What follows belongs to an exercise in optimizing a design on an open flow for small area; a production flow would make more cautious choices.
Only simulation tests tie the RTL to the original design; equivalence was not proved.
Power figures rest on the tool's default switching activity, not on a simulated workload.

`flow/constraint.sdc`:
```
create_clock -name core_clock -period 45.0 [get_ports {clk}]
set_input_delay 9.0000 -clock core_clock [delete_from_list [all_inputs] [get_ports {clk}]]
set_output_delay 9.0000 -clock core_clock [all_outputs]
set_load 0.01 [all_outputs]
```
`flow/config.mk`:
```
export PLATFORM = sky130hd
export DESIGN_NAME = mtmc16_core
export DESIGN_NICKNAME = mtmc16_core
export VERILOG_FILES = /design/flow/design.v
export SDC_FILE = /design/flow/constraint.sdc
export NUM_CORES = 4
export LEC_CHECK = 0
export CAP_MARGIN = 20
export CORE_MARGIN = 2
export CORE_UTILIZATION = 40
export SLEW_MARGIN = 20
```
`flow/run.sh`:
```
#!/bin/bash
# synth_recipe.tcl (not shown) runs the flow's synth.tcl, then flattens the netlist and writes it again
# the make line also repeats each setting of config.mk as NAME=value (left out here)
make -C /OpenROAD-flow-scripts/flow DESIGN_CONFIG=/design/flow/config.mk WORK_HOME=/design/flow/orfs CLKGATE_MAP_FILE= SYNTH_SCRIPT=/design/flow/synth_recipe.tcl finish
```
`flow/design.v`:
```
module mtmc16_alu (
    input  wire [1:0]  mode,
    input  wire [16:0] x,
    input  wire [16:0] y,
    input  wire        cin,
    output reg  [16:0] r
);
    always @(*) begin
        case (mode)
            2'd0:    r = x + y + {16'd0, cin};
            2'd1:    r = x & y;
            2'd2:    r = x | y;
            default: r = x ^ y;
        endcase
    end
endmodule
module mtmc16_core (
    input  wire        clk,
    input  wire        rst,
    input  wire [15:0] bp_init,
    output wire        mem_req,
    output wire        mem_we,
    output wire        mem_word,
    output wire [11:0] mem_addr,
    output wire [15:0] mem_wdata,
    input  wire        mem_gnt,
    input  wire        mem_rvalid,
    input  wire [15:0] mem_rdata,
    output wire [1:0]  status,
    output wire [2:0]  fault_cause,
    output wire [16:0] fault_info,
    input  wire [4:0]  dbg_sel,
    output wire [15:0] dbg_data
);
    localparam [5:0]
        S_F0   = 6'd0,    
        S_F1   = 6'd1,    
        S_F2   = 6'd2,    
        S_EX   = 6'd3,    
        S_ILL  = 6'd4,    
        S_DZ   = 6'd5,    
        S_SE1  = 6'd6,    
        S_SE2  = 6'd7,    
        S_SE3  = 6'd8,    
        S_SE4  = 6'd9,    
        S_A1   = 6'd10,   
        S_AL   = 6'd11,   
        S_NA   = 6'd12,   
        S_NB   = 6'd13,   
        S_CLR  = 6'd14,   
        S_LOOP = 6'd15,   
        S_POST = 6'd16,   
        S_MV   = 6'd17,   
        S_FIN  = 6'd18,   
        S_WB   = 6'd19,   
        S_MW   = 6'd20,   
        S_RD1  = 6'd21,   
        S_SP2  = 6'd22,   
        S_SP3  = 6'd23,   
        S_SP4  = 6'd24,   
        S_X1   = 6'd25,   
        S_X2   = 6'd26,   
        S_X3   = 6'd27,   
        S_T1   = 6'd28,   
        S_M1   = 6'd29,   
        S_M2   = 6'd30,   
        S_MR   = 6'd31,   
        S_M3   = 6'd32,   
        S_PU   = 6'd33,   
        S_PO2  = 6'd34,   
        S_SW1  = 6'd35,   
        S_SW2  = 6'd36,   
        S_SW3  = 6'd37,   
        S_SW4  = 6'd38,   
        S_R1   = 6'd39,   
        S_R2   = 6'd40,   
        S_R3   = 6'd41,   
        S_R4   = 6'd42,   
        S_R5   = 6'd43,   
        S_R6   = 6'd44,   
        S_R10  = 6'd45,   
        S_JAL  = 6'd46,   
        S_HALT = 6'd47;
    localparam [1:0] X_0 = 2'd0, X_RP = 2'd1, X_A = 2'd2, X_C = 2'd3;
    localparam [1:0] Y_0 = 2'd0, Y_B = 2'd1, Y_IMM = 2'd2, Y_K = 2'd3;
    localparam [1:0] L_ADD = 2'd0, L_AND = 2'd1, L_OR = 2'd2, L_XOR = 2'd3;
    reg [15:0] x [0:15];
    reg        tflag;
    reg [15:0] ir;
    reg [15:0] A, B;
    reg [16:0] C;
    reg [5:0]  state;
    reg        wresp;                
    reg [3:0]  cnt;
    reg        fneg;
    reg [2:0]  cause;
    wire       halted = (state == S_HALT);
    wire [3:0] ty = ir[15:12];
    wire [3:0] op = ir[11:8];
    wire [3:0] f1 = ir[7:4];
    wire [3:0] f0 = ir[3:0];
    wire c_misc = (ty == 4'h0);
    wire c_alu  = (ty == 4'h1);
    wire c_stk  = (ty == 4'h2);
    wire c_memr = (ty[3:2] == 2'b01);
    wire c_load = (ty == 4'h8);
    wire c_sop  = c_stk && (op == 4'h7);
    wire [3:0] aop = c_alu ? ((op == 4'hF) ? f0 : op) : f1;
    wire a_mul   = (aop == 4'h2);
    wire a_div   = (aop == 4'h3);
    wire a_mod   = (aop == 4'h4);
    wire a_dm    = a_div | a_mod;
    wire a_shl   = (aop == 4'h8);
    wire a_shr   = (aop == 4'h9);
    wire a_sh    = a_shl | a_shr;
    wire a_mm    = (aop[3:1] == 3'b101);             
    wire a_lnot  = (aop == 4'hD);
    wire a_unary = (aop[3:2] == 2'b11);              
    wire ls_store = c_memr ? ty[1] : op[2];
    wire ls_byte  = c_memr ? ty[0] : op[1];
    wire [3:0] ls_v = c_memr ? f0 : f1;
    reg  [3:0] rsel;
    reg  [1:0] xsel, ysel, lmode;
    reg        xinv, yinv, ysgn, cin, xsh;
    reg  [2:0] kval;
    reg  [1:0] imask;                
    reg        ldA, shA, ldB, ldC, wen, ldT, tval;
    reg  [3:0] wsel;
    reg        mem_st, m_we, m_word;  
    reg  [5:0] nxt;
    reg        ldcnt, deccnt, ldneg, negval, ldIR;
    reg  [3:0] cntval;
    reg        do_halt;
    reg  [2:0] hcause;
    wire [15:0] RP = x[halted ? dbg_sel[3:0] : rsel];
    wire [16:0] R;
    wire        Rz = (R[15:0] == 16'd0);
    wire fneg_a = A[15] & a_dm;
    wire sat  = (B[15:4] != 12'd0);
    wire dw   = (mem_rdata[15:12] == 4'h1 && mem_rdata[11:8] == 4'hF) ||
                (mem_rdata[15:12] == 4'h2 && mem_rdata[11:8] == 4'hF) ||
                (mem_rdata[15:12] == 4'h8 && mem_rdata[11:8] <= 4'h9);
    wire inr  = (C[16:12] == 5'd0) && !(m_word && C[11:0] == 12'hFFF);
    reg cmp;
    always @(*) begin
        case (op[2:0])
            3'd0: cmp = Rz;
            3'd1: cmp = !Rz;
            3'd2: cmp = !R[16] && !Rz;
            3'd3: cmp = !R[16];
            3'd4: cmp = R[16];
            default: cmp = R[16] || Rz;
        endcase
    end
    always @(*) begin
        rsel = f1; xsel = X_0; ysel = Y_0; lmode = L_ADD;
        xinv = 1'b0; yinv = 1'b0; ysgn = 1'b1; cin = 1'b0; xsh = 1'b0;
        kval = 3'd2; imask = 2'd0;
        ldA = 1'b0; shA = 1'b0; ldB = 1'b0; ldC = 1'b0; wen = 1'b0; ldT = 1'b0; tval = 1'b0;
        wsel = f1;
        mem_st = 1'b0; m_we = 1'b0; m_word = 1'b1;
        nxt = state;
        ldcnt = 1'b0; deccnt = 1'b0; cntval = 4'd0; ldneg = 1'b0; negval = 1'b0; ldIR = 1'b0;
        do_halt = 1'b0; hcause = 3'd0;
        case (state)
        S_F0: begin
            rsel = 4'd15; xsel = X_RP; ldC = 1'b1; nxt = S_F1;
        end
        S_F1: begin
            mem_st = 1'b1;
            xsel = X_C; ysel = Y_K;                      
            if (wresp && mem_rvalid) begin
                ldIR = 1'b1;
                if (dw) begin ldC = 1'b1; nxt = S_F2; end
                else begin wen = 1'b1; wsel = 4'd15; nxt = S_EX; end
            end
        end
        S_F2: begin
            mem_st = 1'b1;
            xsel = X_C; ysel = Y_K;
            if (wresp && mem_rvalid) begin
                ldB = 1'b1; wen = 1'b1; wsel = 4'd15; nxt = S_EX;
            end
        end
        S_EX: begin
            case (ty)
            4'h0: case (op)
                4'h0: begin rsel = f0; xsel = X_RP; wen = 1'b1; nxt = S_F0; end
                4'h2: begin xsel = X_RP; ysel = Y_IMM; wen = 1'b1; nxt = S_F0; end
                4'h3: begin xsel = X_RP; ysel = Y_IMM; yinv = 1'b1; cin = 1'b1;
                            wen = 1'b1; nxt = S_F0; end
                4'h4: begin ysel = Y_IMM; wen = 1'b1; nxt = S_F0; end
                4'hF: nxt = S_F0;
                4'h1: begin
                    if (ir[7:0] == 8'h00) begin
                        ldC = 1'b1; do_halt = 1'b1; hcause = 3'd0;    
                    end else if (ir[7:0] == 8'hFF) begin
                        rsel = 4'd6; xsel = X_RP; ldC = 1'b1; nxt = S_SE1;
                    end else nxt = S_ILL;
                end
                default: nxt = S_ILL;
            endcase
            4'h1: begin
                if (op == 4'hF && f0[3:2] == 2'b11) nxt = S_ILL;
                else begin
                    if (op == 4'hF) ysel = Y_B;
                    else begin rsel = f0; xsel = X_RP; end
                    ldB = 1'b1; nxt = S_A1;
                end
            end
            4'h2: begin
                rsel = f0; xsel = X_RP;
                case (op)
                4'h0: begin rsel = f1; ldB = 1'b1; nxt = S_PU; end           
                4'hF: nxt = S_PU;                                            
                4'h1, 4'h2, 4'h3, 4'h6: begin ldC = 1'b1; nxt = S_RD1; end   
                4'h5: begin ysel = Y_K; ldC = 1'b1; nxt = S_RD1; end          
                4'h4: begin ysel = Y_K; wen = 1'b1; wsel = f0; nxt = S_F0; end   
                4'h7: begin
                    if (f1 == 4'hF) nxt = S_ILL;
                    else begin ldC = 1'b1; nxt = S_RD1; end
                end
                default: nxt = S_ILL;
                endcase
            end
            4'h3: begin
                if (op[2:1] == 2'b11) nxt = S_ILL;
                else begin
                    if (op[3]) ysel = Y_IMM;
                    else begin rsel = f0; xsel = X_RP; end
                    ldB = 1'b1; nxt = S_T1;
                end
            end
            4'h4, 4'h5, 4'h6, 4'h7: begin
                xsel = X_RP; ldB = 1'b1; nxt = S_M1;                         
            end
            4'h8: begin
                if (op >= 4'hA) nxt = S_ILL;
                else if (op[3]) begin ysel = Y_B; wen = 1'b1; nxt = S_F0; end    
                else begin
                    rsel = f0; if (op[0]) xsel = X_RP;
                    ysel = Y_B; ldC = 1'b1; nxt = S_M2;
                end
            end
            4'h9: begin rsel = f0; xsel = X_RP; wen = 1'b1; wsel = 4'd15; nxt = S_F0; end
            4'hC, 4'hD, 4'hE: begin
                ysel = Y_IMM; imask = 2'd1; wsel = 4'd15; nxt = S_F0;
                wen = (ty == 4'hC) || (ty == 4'hD && !tflag) || (ty == 4'hE && tflag);
            end
            4'hF: begin
                rsel = 4'd15; xsel = X_RP; wen = 1'b1; wsel = 4'd11; nxt = S_JAL;
            end
            default: nxt = S_ILL;
            endcase
        end
        S_JAL: begin
            ysel = Y_IMM; imask = 2'd1; wen = 1'b1; wsel = 4'd15; nxt = S_F0;
        end
        S_ILL: begin
            ysel = Y_IMM; imask = 2'd2; ldC = 1'b1; do_halt = 1'b1; hcause = 3'd3;
        end
        S_DZ: begin
            ysel = Y_IMM; imask = 2'd2; ldC = 1'b1; do_halt = 1'b1; hcause = 3'd4;
        end
        S_SE1: begin
            mem_st = 1'b1; m_word = 1'b0;
            if (wresp && mem_rvalid) begin ldB = 1'b1; nxt = S_SE2; end
        end
        S_SE2: begin
            ysel = Y_B; nxt = Rz ? S_SE4 : S_SE3;
        end
        S_SE3: begin
            xsel = X_C; ysel = Y_K; kval = 3'd1; ldC = 1'b1; nxt = S_SE1;
        end
        S_SE4: begin
            rsel = 4'd6; xsel = X_RP; ldC = 1'b1; do_halt = 1'b1; hcause = 3'd2;
        end
        S_A1: begin
            xsel = X_RP; ldA = 1'b1; nxt = S_AL;                     
        end
        S_AL: begin
            xsel = X_A; ysel = Y_B;
            case (aop)
            4'h0: ;
            4'h1: begin yinv = 1'b1; cin = 1'b1; end
            4'h5: lmode = L_AND;
            4'h6: lmode = L_OR;
            4'h7: lmode = L_XOR;
            4'hC: begin xinv = 1'b1; ysel = Y_0; end
            4'hE: begin xinv = 1'b1; ysel = Y_0; cin = 1'b1; end
            default: ;
            endcase
            if (a_mul) begin
                ldcnt = 1'b1; cntval = 4'd0; nxt = S_CLR;
            end else if (a_dm) begin
                xsel = X_0;                                           
                ldneg = 1'b1; negval = a_div ? (A[15] ^ B[15]) : A[15];
                nxt = Rz ? S_DZ : S_NA;
            end else if (a_sh) begin
                ldneg = 1'b1; negval = a_shr & A[15] & sat; nxt = S_NA;
            end else if (a_mm) begin
                yinv = 1'b1; cin = 1'b1;                              
                ldT = 1'b1; tval = aop[0] ? !R[16] : (R[16] || Rz);
                nxt = S_FIN;
            end else if (a_lnot) begin
                ysel = Y_0; ldT = 1'b1; tval = Rz; nxt = S_FIN;
            end else begin
                ldB = 1'b1; ldT = 1'b1; tval = !Rz; nxt = S_WB;
            end
        end
        S_NA: begin                                                  
            xsel = X_A; xinv = fneg_a; cin = fneg_a; ldA = 1'b1;
            nxt = a_dm ? S_NB : S_CLR;
        end
        S_NB: begin                                                  
            ysel = Y_B; yinv = B[15]; cin = B[15]; ldB = 1'b1; nxt = S_CLR;
        end
        S_CLR: begin
            ldC = 1'b1; ldcnt = 1'b1;
            cntval = a_shl ? (sat ? 4'd0 : B[3:0]) : a_shr ? (4'd0 - B[3:0]) : 4'd0;
            nxt = (a_shl ? (!sat && B[3:0] == 4'd0) : (a_shr && sat)) ? S_POST : S_LOOP;
        end
        S_LOOP: begin
            xsel = X_C; xsh = 1'b1; ldC = 1'b1; shA = 1'b1; deccnt = 1'b1;
            if (a_mul) ysel = A[15] ? Y_B : Y_0;
            else if (a_dm) begin ysel = Y_B; ysgn = 1'b0; yinv = !C[16]; cin = !C[16]; end
            if (cnt == 4'd1) nxt = S_POST;
        end
        S_POST: begin
            xsel = X_C; ysel = (a_dm && C[16]) ? Y_B : Y_0; ysgn = 1'b0; ldC = a_dm;
            nxt = (a_mod || a_shr) ? S_MV : S_FIN;
        end
        S_MV: begin
            xsel = X_C; ldA = 1'b1; nxt = S_FIN;
        end
        S_FIN: begin
            ldB = 1'b1; ldT = 1'b1; tval = !Rz; nxt = S_WB;
            if (a_lnot) cin = tflag;
            else if (a_mm) begin
                if (tflag) xsel = X_A; else ysel = Y_B;
            end else if (a_mul) xsel = X_C;
            else begin
                xsel = X_A; xinv = fneg; cin = fneg & a_dm;
            end
        end
        S_WB: begin
            if (c_alu) begin ysel = Y_B; wen = 1'b1; nxt = S_F0; end
            else if (a_unary) nxt = S_MW;
            else begin
                rsel = f0; xsel = X_RP; ysel = Y_K; ldC = 1'b1; wen = 1'b1; wsel = f0; nxt = S_MW;
            end
        end
        S_MW: begin
            mem_st = 1'b1; m_we = 1'b1; m_word = !((c_memr || c_load) && ls_byte);
            nxt = S_F0;
        end
        S_RD1: begin
            mem_st = 1'b1;
            if (wresp && mem_rvalid) begin
                ldB = 1'b1;
                nxt = (op == 4'h1) ? S_PO2 : (op == 4'h2 || op == 4'h5) ? S_PU : S_SP2;
            end
        end
        S_PO2: begin
            xsel = X_C; ysel = Y_K; wen = 1'b1; wsel = f0; nxt = S_M3;
        end
        S_PU: begin
            rsel = f0; xsel = X_RP; ysel = Y_K; yinv = 1'b1; cin = 1'b1;
            ldC = 1'b1; wen = 1'b1; wsel = f0; nxt = S_MW;
        end
        S_SP2: begin
            ysel = Y_B; ldA = 1'b1;
            nxt = (c_sop && a_unary) ? S_AL : S_SP3;
        end
        S_SP3: begin
            xsel = X_C; ysel = Y_K; ldC = 1'b1; nxt = S_SP4;
        end
        S_SP4: begin
            mem_st = 1'b1;
            if (wresp && mem_rvalid) begin
                ldB = 1'b1;
                nxt = (op == 4'h3) ? S_SW1 : (op == 4'h6) ? S_R1 : S_X1;
            end
        end
        S_X1: begin xsel = X_A; ysel = Y_B; lmode = L_XOR; ldA = 1'b1; nxt = S_X2; end
        S_X2: begin xsel = X_A; ysel = Y_B; lmode = L_XOR; ldB = 1'b1; nxt = S_X3; end
        S_X3: begin
            xsel = X_A; ysel = Y_B; lmode = L_XOR; ldA = 1'b1;
            nxt = c_sop ? S_AL : S_R10;
        end
        S_SW1: begin
            xsel = X_C; ysel = Y_K; yinv = 1'b1; cin = 1'b1; ldC = 1'b1; nxt = S_SW2;
        end
        S_SW2: begin
            mem_st = 1'b1; m_we = 1'b1; nxt = S_SW3;
        end
        S_SW3: begin
            xsel = X_C; ysel = Y_K; ldC = 1'b1; nxt = S_SW4;
        end
        S_SW4: begin
            xsel = X_A; ldB = 1'b1; nxt = S_MW;
        end
        S_R1: begin
            xsel = X_C; ysel = Y_K; ldC = 1'b1; nxt = S_R2;
        end
        S_R2: begin
            mem_st = 1'b1;
            if (wresp && mem_rvalid) begin ldB = 1'b1; nxt = S_R3; end
        end
        S_R3: begin
            xsel = X_C; ysel = Y_K; kval = 3'd4; yinv = 1'b1; cin = 1'b1; ldC = 1'b1; nxt = S_R4;
        end
        S_R4: begin
            mem_st = 1'b1; m_we = 1'b1; nxt = S_R5;
        end
        S_R5: begin
            xsel = X_C; ysel = Y_K; ldC = 1'b1; nxt = S_R6;
        end
        S_R6: begin
            mem_st = 1'b1;
            if (wresp && mem_rvalid) begin ldB = 1'b1; nxt = S_X1; end
        end
        S_R10: begin
            mem_st = 1'b1; m_we = 1'b1; nxt = S_SW3;
        end
        S_T1: begin
            xsel = X_RP; ysel = Y_B; yinv = 1'b1; cin = 1'b1;
            ldT = 1'b1; tval = cmp; nxt = S_F0;
        end
        S_M1: begin
            rsel = op; xsel = X_RP; ysel = Y_B; ldC = 1'b1; nxt = S_M2;
        end
        S_M2: begin
            rsel = ls_v; xsel = X_RP; ldB = ls_store;
            nxt = ls_store ? S_MW : S_MR;
        end
        S_MR: begin
            mem_st = 1'b1; m_word = !ls_byte;
            if (wresp && mem_rvalid) begin ldB = 1'b1; nxt = S_M3; end
        end
        S_M3: begin
            ysel = Y_B; wen = 1'b1; wsel = (c_memr) ? f0 : f1; nxt = S_F0;
        end
        default: begin
            nxt = S_HALT;
        end
        endcase
        if (mem_st && !wresp) begin
            if (!inr) begin
                do_halt = 1'b1; hcause = 3'd1;
            end else if (!(mem_gnt && m_we)) nxt = state;
        end
        if (do_halt) nxt = S_HALT;
        if (rst) begin
            xsel = X_0; ysel = Y_0; lmode = L_ADD; xinv = 1'b0; yinv = 1'b0; cin = 1'b0;
        end
    end
    reg [16:0] X, Y;
    reg [15:0] imm;
    always @(*) begin
        case (xsel)
            X_0:  X = 17'd0;
            X_RP: X = {RP[15], RP};
            X_A:  X = {A[15], A};
            default: X = xsh ? {C[15:0], A[15] & !a_mul} : C;
        endcase
        X = X ^ {17{xinv}};
        case (imask)
            2'd0:    imm = {12'd0, ir[3:0]};
            2'd1:    imm = {4'd0, ir[11:0]};
            default: imm = ir;
        endcase
        case (ysel)
            Y_0:   Y = 17'd0;
            Y_B:   Y = {B[15] & ysgn, B};
            Y_IMM: Y = {1'b0, imm};
            default: Y = {14'd0, kval};
        endcase
        Y = Y ^ {17{yinv}};
    end
    mtmc16_alu u_alu (.mode(lmode), .x(X), .y(Y), .cin(cin), .r(R));
    assign mem_req     = mem_st && !wresp && inr && !halted;
    assign mem_we      = m_we;
    assign mem_word    = m_word;
    assign mem_addr    = C[11:0];
    assign mem_wdata   = B;
    assign status      = !halted ? 2'd0 : (cause == 3'd0) ? 2'd1 : (cause == 3'd3) ? 2'd3 : 2'd2;
    assign fault_cause = cause;
    assign fault_info  = C & {17{halted}};
    assign dbg_data    = dbg_sel[4] ? {15'd0, tflag & (dbg_sel[3:0] == 4'd0)} : RP;
    wire [15:0] WD = R[15:0];
    genvar gi;
    generate
        for (gi = 0; gi < 16; gi = gi + 1) begin : g_x
            wire we = rst | (wen && wsel == gi);
            wire [15:0] d = (gi == 14) ? (rst ? bp_init : WD) :
                            (gi == 13) ? {WD[15:13], WD[12] | rst, WD[11:0]} : WD;
            always @(posedge clk)
                if (we) x[gi] <= d;
        end
    endgenerate
    always @(posedge clk) begin
        if (rst) begin
            state  <= S_F0;
            wresp  <= 1'b0;
            tflag  <= 1'b0;
            cause  <= 3'd0;
        end else begin
            state <= nxt;
            if (mem_st && !wresp && inr && mem_gnt && !m_we) wresp <= 1'b1;
            if (wresp && mem_rvalid) wresp <= 1'b0;
            if (ldT) tflag <= tval;
            if (do_halt) cause <= hcause;
        end
    end
    always @(posedge clk) begin
        begin
            if (ldIR) ir <= mem_rdata;
            if (ldA) A <= R[15:0];
            else if (shA) A <= {A[14:0], a_dm & !R[16]};
            if (ldB) B <= (mem_st) ? {mem_rdata[15:8] | {8{!m_word & mem_rdata[7]}}, mem_rdata[7:0]}
                                   : R[15:0];
            if (ldC) C <= R;
            if (ldcnt) cnt <= cntval;
            else if (deccnt) cnt <= cnt - 4'd1;
            if (ldneg) fneg <= negval;
        end
    end
endmodule
```
==> results of run 1 <==
[cell families (layout without fill, tap and decap cells)]
kind of cell / Yosys count / after routing / share of synthesized area
compound gates: 652 / 652 / 0.2226
xor+xnor: 71 / 71 / 0.02978
fa+ha+maj: 40 / 40 / 0.02457
buf+inv: 200 / 274 / 0.04344
flops: 337 / 337 / 0.4794
mux: 40 / 40 / 0.02085
simple gates: 718 / 718 / 0.1794
[layer usage]
| metal | global-route usage | share of wire | wire length, um |
|---|---|---|---|
| met4 | 0.1212 | 0.044 | 3680 |
| met2 | 0.4563 | 0.43 | 36060 |
| met5 | 0 | 0 | 0 |
| met3 | 0.06973 | 0.11 | 9513 |
| met1 | 0.4265 | 0.41 | 34660 |
[cell type report]
cell class	instances	share of cell area
Clock buffer	46	0.04189
Timing Repair Buffer	170	0.06500
Inverter	33	0.005177
Clock inverter	25	0.01203
Tap cell	680	0.03556
Sequential cell	337	0.4184
Multi-Input combinational cell	1521	0.4220
[worst max-delay path: cells and delay by family]
kind,cells,cell delay [ps]
compound gates,3,2040
buf+inv,2,1030
simple gates,5,1240
[power groups by stage]
stage | clock [mW] | sequential (mW) | combinational [mW]
floorplan | 0 | 0.633 | 0.662
global placement | 0 | 0.653 | 1.09
detailed placement | 0 | 0.653 | 1.10
CTS | 0.328 | 0.649 | 1.10
global route | 0.339 | 0.662 | 1.19
finish | 0.326 | 0.651 | 1.13
[registers in the layout (all words and copies together), names as in the netlist]
signal / cells
tflag: 1
B: 16
C: 17
x: 256
state: 6
ir: 16
fneg: 1
wresp: 1
cause: 3
cnt: 4
A: 16
[synthesized netlist by cell type (13+ instances only)]
cell,instances
a21oi_1,131
a22oi_1,84
ha_1,37
nand3_1,54
o21a_1,22
o22ai_1,14
mux2_2,28
nand2b_1,17
or2_2,13
inv_1,33
nand4_1,30
nand2_1,198
a31oi_1,24
and2_1,31
nor2_1,167
clkbuf_1,89
a211oi_1,14
a22o_1,21
edfxtp_1,326
xor2_1,35
a221oi_1,20
o211ai_1,24
buf_4,21
xnor2_1,36
o31ai_1,18
o21ai_0,100
and4_1,13
nor3_1,67
nor2b_1,25
buf_2,32
buf_1,20
a21o_1,22
nor4_1,24
[how the worst max path moves through the flow]
stage | start | endpoint | slack [ps] | cells after the start
3_5_place_dp | dbg_sel[0] | dbg_data[8] | 22830 | 10
2_1_floorplan | dbg_sel[3] | dbg_data[15] | 25050 | 8
5_1_grt | dbg_sel[0] | dbg_data[8] | 22500 | 10
3_3_place_gp | dbg_sel[0] | dbg_data[8] | 22790 | 10
6_report | dbg_sel[0] | dbg_data[8] | 22660 | 10
4_1_cts | dbg_sel[0] | dbg_data[8] | 22800 | 10
[metrics by stage]
| step | power (mW) | setup WS (ps) |
|---|---|---|
| floorplan | 1.296 | 25050 |
| global placement | 1.738 | 22790 |
| detailed placement | 1.750 | 22830 |
| CTS | 2.079 | 22800 |
| global route | 2.191 | 22500 |
| finish | 2.105 | 22660 |
==> impl_metrics.toml, run 1 <==
[cells_and_area]
layout-drive-gt1-share = 0.1083
seq_area_sq_um = 10010
final_common_cell = "edfxtp_1"
multi_input_area_sq_um = 10100
n_fill_cell = 4843
post-route-util = 0.4645
final_cell_count_no_fill = 2812
design_area_sq_um = 23930
syn2layout_area_growth_pct = 14.59
layout_common_cells = "edfxtp_1, nand2_1, nor2_1, a21oi_1, clkdlybuf4s50_1"
finalNetCount = 2182
diodes = 0

[pwr]
ir_drop_mv = 0.07622
seqPwrFrac = 0.309
p_leak_nw = 8.144
swShare = 0.4634
p_per_area_nw_per_um2 = 87.98
intPower_mw = 1.130
p_switching_uw = 975.4
pwr-share-clk = 0.155
combinationalPowerShare = 0.536

[yosys]
synth_top_area_cell = "edfxtp_1"
synth-edff-count = 326
synth_ff_type = "edfxtp_1"
synth.area.top_cells = "edfxtp_1, nand2_1, a21oi_1"
synthCells = 2058
avgSynthCellArea_sq_um = 10.15
netlist_area_sq_um = 20880
synth_top_area_frac = 0.4688
syn_nets = 2138
ys_ff_latch = 337
synth_warnings = 3
yosysSeqAreaShare = 0.4794
synth_cell_type_count = 100
ys_async_sr_fraction = 0

[route]
viasPerCell = 6.656
vias = 18716
drtIter0Drc = 2728
wirelength_mm = 83.92
dr.pass1.iters = 10
wl_per_cell_um = 29.84
ant_nets = 0
drc_errors = 0

[timing]
fmax_mhz = 44.76
setup_viol = 0
slew_viol_final = 0
post-route-period-util = 0.4965
hold-worst-slack_ps = 576.6
tns_ps = 0
fin_crit_ps = 22340
hold_viol_final = 0
finalClockSkew_ps = 29.00
worst_pin_slew_ps = 1174
rsz0062_at_grt = "no"
maxSlewHeadroom = 0.2113

[placement]
gp_congestion = 0.9926
io_buffers = 109
dp.cells = 2739
placed_area_sq_um = 22600
dp_hpwl_mm = 57.66

[floorplan]
start_util = 0.4054
io-pin-count = 110
coreArea_sq_um = 51510
die_w_um = 232.5
die_area_sq_um = 54040
die_h_um = 232.5
rows = 83

[global_routing]
grt_use_total = 0.3049
antenna_found_initial = 0
grt_pass1_wl_mm = 120.5
grt_start_max_net_pins = 58
first_global_vias = 17491
overflow = 0

[worst_setup_path]
cp_max_fo = 20
cpMostUsedCell = "nor2_1"
worstRegToRegCells = 25
rr_startpoint = "ir[13]$_DFFE_PP_"
worstPathCellList = "clkdlybuf4s50_1 > nor2_1 > a21oi_1 > o31a_1 > nor2_1 > nand3_1 > nand3_1 > o31ai_1 > nor2_1 > clkdlybuf4s50_1"
end_kind = "output pin"
r2r_slack_ps = 34200
crit_required_ps = 36000
start_kind = "primary input"
crit_type = "primary input to output pin"
arrival_ps = 13340
critPathSlowestCell = "o31ai_1"
cpPeakStageDelay_ps = 950
r2r-end = "tflag$_SDFFE_PP0P_"

[cts]
clock_path_buffers = 3
cts_buffers = 39
cts_num_sinks = 337
clk_latency_ps = 590
h-tree-depth = 2
root_buffer = "clkbuf_16"
postCtsSetupBuffers = 0
cts_resized = 0
cts_tree = "yes"
path_clk_slew_ps = 60
hold_buffers = 0

[worst_hold_path]
hold_depth = 2
worstHoldPathType = "register to register"
hold_start = "cause[2]$_SDFFE_PP0P_"
min_to = "cause[2]$_SDFFE_PP0P_"

[flow_run]
maxCapViolCount = 0

[run_status]
status = "finished clean"
==> run 2, diff against run 1 <==
--- a/flow/design.v
+++ b/flow/design.v
@@ -45,12 +45,11 @@
         S_SE4  = 6'd9,    
         S_A1   = 6'd10,   
         S_AL   = 6'd11,   
-        S_NA   = 6'd12,   
         S_NB   = 6'd13,   
         S_CLR  = 6'd14,   
         S_LOOP = 6'd15,   
         S_POST = 6'd16,   
-        S_MV   = 6'd17,   
+        S_INIT = 6'd17,   
         S_FIN  = 6'd18,   
         S_WB   = 6'd19,   
         S_MW   = 6'd20,   
@@ -84,7 +83,9 @@
     localparam [1:0] X_0 = 2'd0, X_RP = 2'd1, X_A = 2'd2, X_C = 2'd3;
     localparam [1:0] Y_0 = 2'd0, Y_B = 2'd1, Y_IMM = 2'd2, Y_K = 2'd3;
     localparam [1:0] L_ADD = 2'd0, L_AND = 2'd1, L_OR = 2'd2, L_XOR = 2'd3;
-    reg [15:0] x [0:15];
+    reg [15:0] rg [0:14];            
+    reg [3:0]  off;
+    reg [15:0] pc;
     reg        tflag;
     reg [15:0] ir;
     reg [15:0] A, B;
@@ -132,10 +133,19 @@
     reg  [3:0] cntval;
     reg        do_halt;
     reg  [2:0] hcause;
-    wire [15:0] RP = x[halted ? dbg_sel[3:0] : rsel];
+    wire [3:0] rs   = halted ? dbg_sel[3:0] : rsel;
+    wire       rdis = halted & dbg_sel[4];
+    wire [4:0] rdif = {1'b0, rs} - {1'b0, off};
+    wire [3:0] phys = rdif[4] ? rdif[3:0] + 4'd15 : rdif[3:0];
+    reg  [15:0] RP;
+    integer k;
+    always @(*) begin
+        RP = (rs == 4'd15 && !rdis) ? pc : 16'd0;
+        for (k = 0; k < 15; k = k + 1)
+            RP = RP | (rg[k] & {16{phys == k && rs != 4'd15 && !rdis}});
+    end
     wire [16:0] R;
     wire        Rz = (R[15:0] == 16'd0);
-    wire fneg_a = A[15] & a_dm;
     wire sat  = (B[15:4] != 12'd0);
     wire dw   = (mem_rdata[15:12] == 4'h1 && mem_rdata[11:8] == 4'hF) ||
                 (mem_rdata[15:12] == 4'h2 && mem_rdata[11:8] == 4'hF) ||
@@ -290,14 +300,15 @@
             4'hE: begin xinv = 1'b1; ysel = Y_0; cin = 1'b1; end
             default: ;
             endcase
-            if (a_mul) begin
-                ldcnt = 1'b1; cntval = 4'd0; nxt = S_CLR;
-            end else if (a_dm) begin
-                xsel = X_0;                                           
+            if (a_mul || a_sh) begin                                  
+                xsel = X_0; ysel = Y_0; ldC = 1'b1; ldcnt = 1'b1;
+                cntval = a_shl ? (sat ? 4'd0 : B[3:0]) : a_shr ? (4'd0 - B[3:0]) : 4'd0;
+                ldneg = 1'b1; negval = a_shr & A[15] & sat;
+                nxt = (a_shl ? (!sat && B[3:0] == 4'd0) : (a_shr && sat)) ? S_FIN : S_LOOP;
+            end else if (a_dm) begin                                  
+                ysel = Y_0; xinv = A[15]; cin = A[15]; ldA = 1'b1;
                 ldneg = 1'b1; negval = a_div ? (A[15] ^ B[15]) : A[15];
-                nxt = Rz ? S_DZ : S_NA;
-            end else if (a_sh) begin
-                ldneg = 1'b1; negval = a_shr & A[15] & sat; nxt = S_NA;
+                nxt = S_NB;
             end else if (a_mm) begin
                 yinv = 1'b1; cin = 1'b1;                              
                 ldT = 1'b1; tval = aop[0] ? !R[16] : (R[16] || Rz);
@@ -308,39 +319,30 @@
                 ldB = 1'b1; ldT = 1'b1; tval = !Rz; nxt = S_WB;
             end
         end
-        S_NA: begin                                                  
-            xsel = X_A; xinv = fneg_a; cin = fneg_a; ldA = 1'b1;
-            nxt = a_dm ? S_NB : S_CLR;
-        end
         S_NB: begin                                                  
-            ysel = Y_B; yinv = B[15]; cin = B[15]; ldB = 1'b1; nxt = S_CLR;
+            ysel = Y_B; yinv = B[15]; cin = B[15]; ldB = 1'b1;
+            nxt = Rz ? S_DZ : S_CLR;
         end
         S_CLR: begin
-            ldC = 1'b1; ldcnt = 1'b1;
-            cntval = a_shl ? (sat ? 4'd0 : B[3:0]) : a_shr ? (4'd0 - B[3:0]) : 4'd0;
-            nxt = (a_shl ? (!sat && B[3:0] == 4'd0) : (a_shr && sat)) ? S_POST : S_LOOP;
+            ldC = 1'b1; ldcnt = 1'b1; cntval = 4'd0; nxt = S_LOOP;
         end
         S_LOOP: begin
             xsel = X_C; xsh = 1'b1; ldC = 1'b1; shA = 1'b1; deccnt = 1'b1;
             if (a_mul) ysel = A[15] ? Y_B : Y_0;
             else if (a_dm) begin ysel = Y_B; ysgn = 1'b0; yinv = !C[16]; cin = !C[16]; end
-            if (cnt == 4'd1) nxt = S_POST;
+            if (cnt == 4'd1) nxt = a_dm ? S_POST : S_FIN;
         end
         S_POST: begin
-            xsel = X_C; ysel = (a_dm && C[16]) ? Y_B : Y_0; ysgn = 1'b0; ldC = a_dm;
-            nxt = (a_mod || a_shr) ? S_MV : S_FIN;
-        end
-        S_MV: begin
-            xsel = X_C; ldA = 1'b1; nxt = S_FIN;
+            xsel = X_C; ysel = C[16] ? Y_B : Y_0; ysgn = 1'b0; ldC = 1'b1; nxt = S_FIN;
         end
         S_FIN: begin
             ldB = 1'b1; ldT = 1'b1; tval = !Rz; nxt = S_WB;
             if (a_lnot) cin = tflag;
             else if (a_mm) begin
                 if (tflag) xsel = X_A; else ysel = Y_B;
-            end else if (a_mul) xsel = X_C;
-            else begin
-                xsel = X_A; xinv = fneg; cin = fneg & a_dm;
+            end else begin
+                xsel = (a_mul || a_mod || a_shr) ? X_C : X_A;
+                xinv = fneg & (a_dm | a_sh); cin = fneg & a_dm;
             end
         end
         S_WB: begin
@@ -441,10 +443,15 @@
         S_M3: begin
             ysel = Y_B; wen = 1'b1; wsel = (c_memr) ? f0 : f1; nxt = S_F0;
         end
+        S_INIT: begin
+            ysel = Y_K; kval = 3'd0; wen = 1'b1; wsel = off; ldT = 1'b1;
+            if (off == 4'd14) nxt = S_F0;
+        end
         default: begin
             nxt = S_HALT;
         end
         endcase
+        if (wen && wsel != 4'd15 && wsel != off) nxt = state;
         if (mem_st && !wresp) begin
             if (!inr) begin
                 do_halt = 1'b1; hcause = 3'd1;
@@ -453,6 +460,7 @@
         if (do_halt) nxt = S_HALT;
         if (rst) begin
             xsel = X_0; ysel = Y_0; lmode = L_ADD; xinv = 1'b0; yinv = 1'b0; cin = 1'b0;
+            wen = 1'b1; wsel = 4'd15;
         end
     end
     reg [16:0] X, Y;
@@ -474,7 +482,8 @@
             Y_0:   Y = 17'd0;
             Y_B:   Y = {B[15] & ysgn, B};
             Y_IMM: Y = {1'b0, imm};
-            default: Y = {14'd0, kval};
+            default: Y = (state == S_INIT) ? ((off == 4'd14) ? {1'b0, bp_init} :
+                                              {4'd0, off == 4'd13, 12'd0}) : {14'd0, kval};
         endcase
         Y = Y ^ {17{yinv}};
     end
@@ -489,21 +498,18 @@
     assign fault_info  = C & {17{halted}};
     assign dbg_data    = dbg_sel[4] ? {15'd0, tflag & (dbg_sel[3:0] == 4'd0)} : RP;
     wire [15:0] WD = R[15:0];
-    genvar gi;
-    generate
-        for (gi = 0; gi < 16; gi = gi + 1) begin : g_x
-            wire we = rst | (wen && wsel == gi);
-            wire [15:0] d = (gi == 14) ? (rst ? bp_init : WD) :
-                            (gi == 13) ? {WD[15:13], WD[12] | rst, WD[11:0]} : WD;
-            always @(posedge clk)
-                if (we) x[gi] <= d;
-        end
-    endgenerate
+    integer gi;
+    always @(posedge clk) begin
+        for (gi = 0; gi < 14; gi = gi + 1)
+            rg[gi] <= rg[gi + 1];
+        rg[14] <= (wen && wsel == off) ? WD : rg[0];
+        off <= (rst || off == 4'd14) ? 4'd0 : off + 4'd1;
+        if (wen && wsel == 4'd15) pc <= WD;
+    end
     always @(posedge clk) begin
         if (rst) begin
-            state  <= S_F0;
+            state  <= S_INIT;
             wresp  <= 1'b0;
-            tflag  <= 1'b0;
             cause  <= 3'd0;
         end else begin
             state <= nxt;
==> run 2 against run 1 <==
Worst setup slack got worse by 730 ps. Utilization about the same. Clock-buffer cell count is 7 higher. First-iteration DRC count shrank 14%. Synthesized cell count up 1.4%. Sequential share of layout area down 6.1 points. Total power fell by 34%. Die area decreased by 10%. Via count decreased by 4.0%. Flip-flop and latch count grew 4.
==> impl_metrics.toml, run 2 <==
[global_routing]
grt_start_max_net_pins = 56
grt_pass1_wl_mm = 113.0
overflow = 0
first_global_vias = 17098
antenna_found_initial = 0
grt_use_total = 0.3109

[yosys]
synth_top_area_cell = "dfxtp_1"
synth_top_area_frac = 0.2719
synth_ff_type = "dfxtp_1"
ys_ff_latch = 341
synthCells = 2086
synth_top_family_by_area = "compound AO/OA/AOI/OAI gates"
synth_warnings = 3
yosysMostFrequentCell = "dfxtp_1"
ys_async_sr_fraction = 0
avgSynthCellArea_sq_um = 8.964
synth.area.top_cells = "dfxtp_1, edfxtp_1, a21oi_1"
synth-edff-count = 87
synth_adder_area_share = 0.03332
synthMuxAreaShare = 0.02469
synth_common_cells = "dfxtp_1, nand2_1, a21oi_1"
netlist_area_sq_um = 18700
synth_simple_gate_area_frac = 0.1866
yosysSeqAreaShare = 0.4116
synth_compound_area_frac = 0.2648
synth_xor_area_frac = 0.03138
synth_cell_type_count = 105
syn_nets = 2175

[timing]
fin_crit_ps = 23080
post-route-period-util = 0.5128
finalClockSkew_ps = 31.09
rsz0062_at_grt = "no"
fmax_mhz = 43.34
tns_ps = 0
slew_viol_final = 0
hold_viol_final = 0
setup_viol = 0
worst_pin_slew_ps = 1147
maxSlewHeadroom = 0.2286

[cts]
cts_buffers = 37
cts_tree = "yes"
hold_buffers = 0
cts_num_sinks = 341
postCtsSetupBuffers = 0
h-tree-depth = 2
root_buffer = "clkbuf_16"
clock_path_buffers = 3
path_clk_slew_ps = 60
cts_resized = 0
clk_latency_ps = 550

[route]
drc_errors = 0
ant_nets = 0
viasPerCell = 6.487
dr.pass1.iters = 6
wirelength_mm = 76.73
vias = 17975
drtIter0Drc = 2358
wl_per_cell_um = 27.69

[pwr]
swShare = 0.4532
intPower_uw = 762.8
p_switching_uw = 632.3
combinationalPowerShare = 0.491
seqPwrFrac = 0.290
p_leak_nw = 7.851
pwr-share-clk = 0.219
ir_drop_mv = 0.05443
p_per_area_nw_per_um2 = 64.74

[placement]
io_buffers = 109
dp_hpwl_mm = 55.78
gp_congestion = 1.010
placed_area_sq_um = 20320

[floorplan]
die_h_um = 220.2
io-pin-count = 110
die_area_sq_um = 48490
die_w_um = 220.2
coreArea_sq_um = 46360
start_util = 0.4034
rows = 79

[cells_and_area]
n_fill_cell = 4481
diodes = 0
final_common_cell = "dfxtp_1"
finalNetCount = 2225
largest_registers = "rg: 240 flops, C: 17 flops"
largest_reg_flops = 240
design_area_sq_um = 21550
layout-drive-gt1-share = 0.09797
top_register = "rg"
layout_common_cells = "dfxtp_1, nand2_1, a21oi_1, nor2_1, o21ai_0"
syn2layout_area_growth_pct = 15.25

[worst_setup_path]
critPathSlowestCell = "and2_1"
crit_required_ps = 36000
crit_cells = 14
arrival_ps = 14080
crit_family = "simple AND/OR/NAND/NOR gates"
cpPeakStageDelay_ps = 680
path_buf_inv = 2
worstPathCellList = "clkdlybuf4s50_1 > a21oi_1 > ha_1 > fa_1 > ha_1 > nor3_1 > mux2i_1 > nor2_1 > and2_1 > a22oi_1 > and4_1 > a41o_1 > o21ai_0 > clkdlybuf4s50_1"
crit_type = "primary input to output pin"
start_kind = "primary input"
worstRegToRegCells = 36
end_kind = "output pin"
cp_max_fo = 12

[worst_hold_path]
worstHoldPathType = "register to register"
hold_depth = 0

[flow_run]
maxCapViolCount = 0

[run_status]
status = "finished clean"
[run 2: changes by cell type after synthesis, moves of 12 or more]
cell and delta:
nor3_1 -12, a22oi_1 -48, a21oi_1 +25, o21ai_0 +16
nor2_1 -20, edfxtp_1 -239, dfxtp_1 +243, a21o_1 +13
buf_1 -13, a222oi_1 +34, inv_1 +18, o31ai_1 -14
[run 2: kinds of logic (layout without fill, tap and decap cells)]
logic type | Yosys count | in the layout
adder cells (fa/ha/maj) | 48 | 48
buffers and inverters | 202 | 280
multiplexers | 41 | 41
flip-flops | 341 | 341
AND/OR/NAND/NOR | 690 | 690
XOR/XNOR | 67 | 67
AO/OA/AOI/OAI | 697 | 697
[run 2: power groups by stage]
stage          clock network, mW  registers (mW)  logic (mW)
6_report                   0.306           0.404       0.685
5_1_grt                    0.321           0.408       0.725
4_1_cts                    0.309           0.402       0.669
3_5_place_dp                   0           0.408       0.667
3_3_place_gp                   0           0.407       0.661
2_1_floorplan                  0           0.397       0.419
[run 2: cell type report]
type / count / area (sq um) / share of cell area
flip-flops and latches: 341 / 7697 / 0.3572
repair buffers: 159 / 1466 / 0.06804
inverters: 54 / 202.7 / 0.009405
clock buffers: 53 / 1087 / 0.05045
clock inverters: 14 / 143.9 / 0.006677
well taps: 607 / 759.5 / 0.03524
multi-input cells: 1543 / 10190 / 0.4730
[run 2: routing by layer]
| layer | track usage | up-vias | routed length (um) |
|---|---|---|---|
| met5 | 0 | - | 0 |
| met4 | 0.1251 | 0 | 3276 |
| met2 | 0.4827 | 1006 | 33900 |
| li1 | - | 7986 | - |
| met1 | 0.4328 | 8814 | 32980 |
| met3 | 0.04756 | 169 | 6575 |
[run 2: path summary, 6_finish.rpt]
check                                        from                end  slack (ps)
worst max-delay path                   dbg_sel[0]        dbg_data[0]       21920
worst min-delay path            rg[11][6]$_DFF_P_  rg[10][6]$_DFF_P_         330
worst max register to register   ir[15]$_DFFE_PP_    tflag$_DFFE_PP_       33760
worst min register to register  rg[11][6]$_DFF_P_  rg[10][6]$_DFF_P_         330
[run 2: through the flow]
stage | hold slack, ps | setup slack [ps] | util | power (mW) | std cells
finish | 333.0 | 21920 | 0.4649 | 1.395 | 2771
global route | 346.7 | 21700 | 0.4649 | 1.454 | 2771
CTS | 323.1 | 21980 | 0.4649 | 1.381 | 2771
detailed placement | 336.3 | 22030 | 0.4383 | 1.075 | 2704
global placement | 329.9 | 22150 | 0.4383 | 1.069 | 2704
floorplan | 323.5 | 23730 | - | 0.8157 | 2086

[re-timing with driven ports]
How much do the figures lean on ideal ports? The routed layouts below were timed once more, with nothing changed but the port constraints. Step 1, drivers: a clkbuf_16 drives clk and a buf_2 each remaining input, both assumed. Step 2 times the ports against the registers' clock, not the clock port: input delays grow and output delays shrink by t, the midpoint of the rising clock arrivals with the driver on. Three values: no drivers, after step 1, after step 2; two values: the first two.
run	shift t [ns]	setup slack, ns	slew at the worst register clock pin (ns)
run 1	0.631	22.658 / 22.626 / 22.626	0.08 / 0.08
run 2	0.595	21.924 / 21.897 / 21.897	0.07 / 0.07
After both steps setup and hold are still met in every run listed. The setup slack of run 1, which loses most, moves by -0.032 ns with the drivers and by -0.032 ns with both steps.
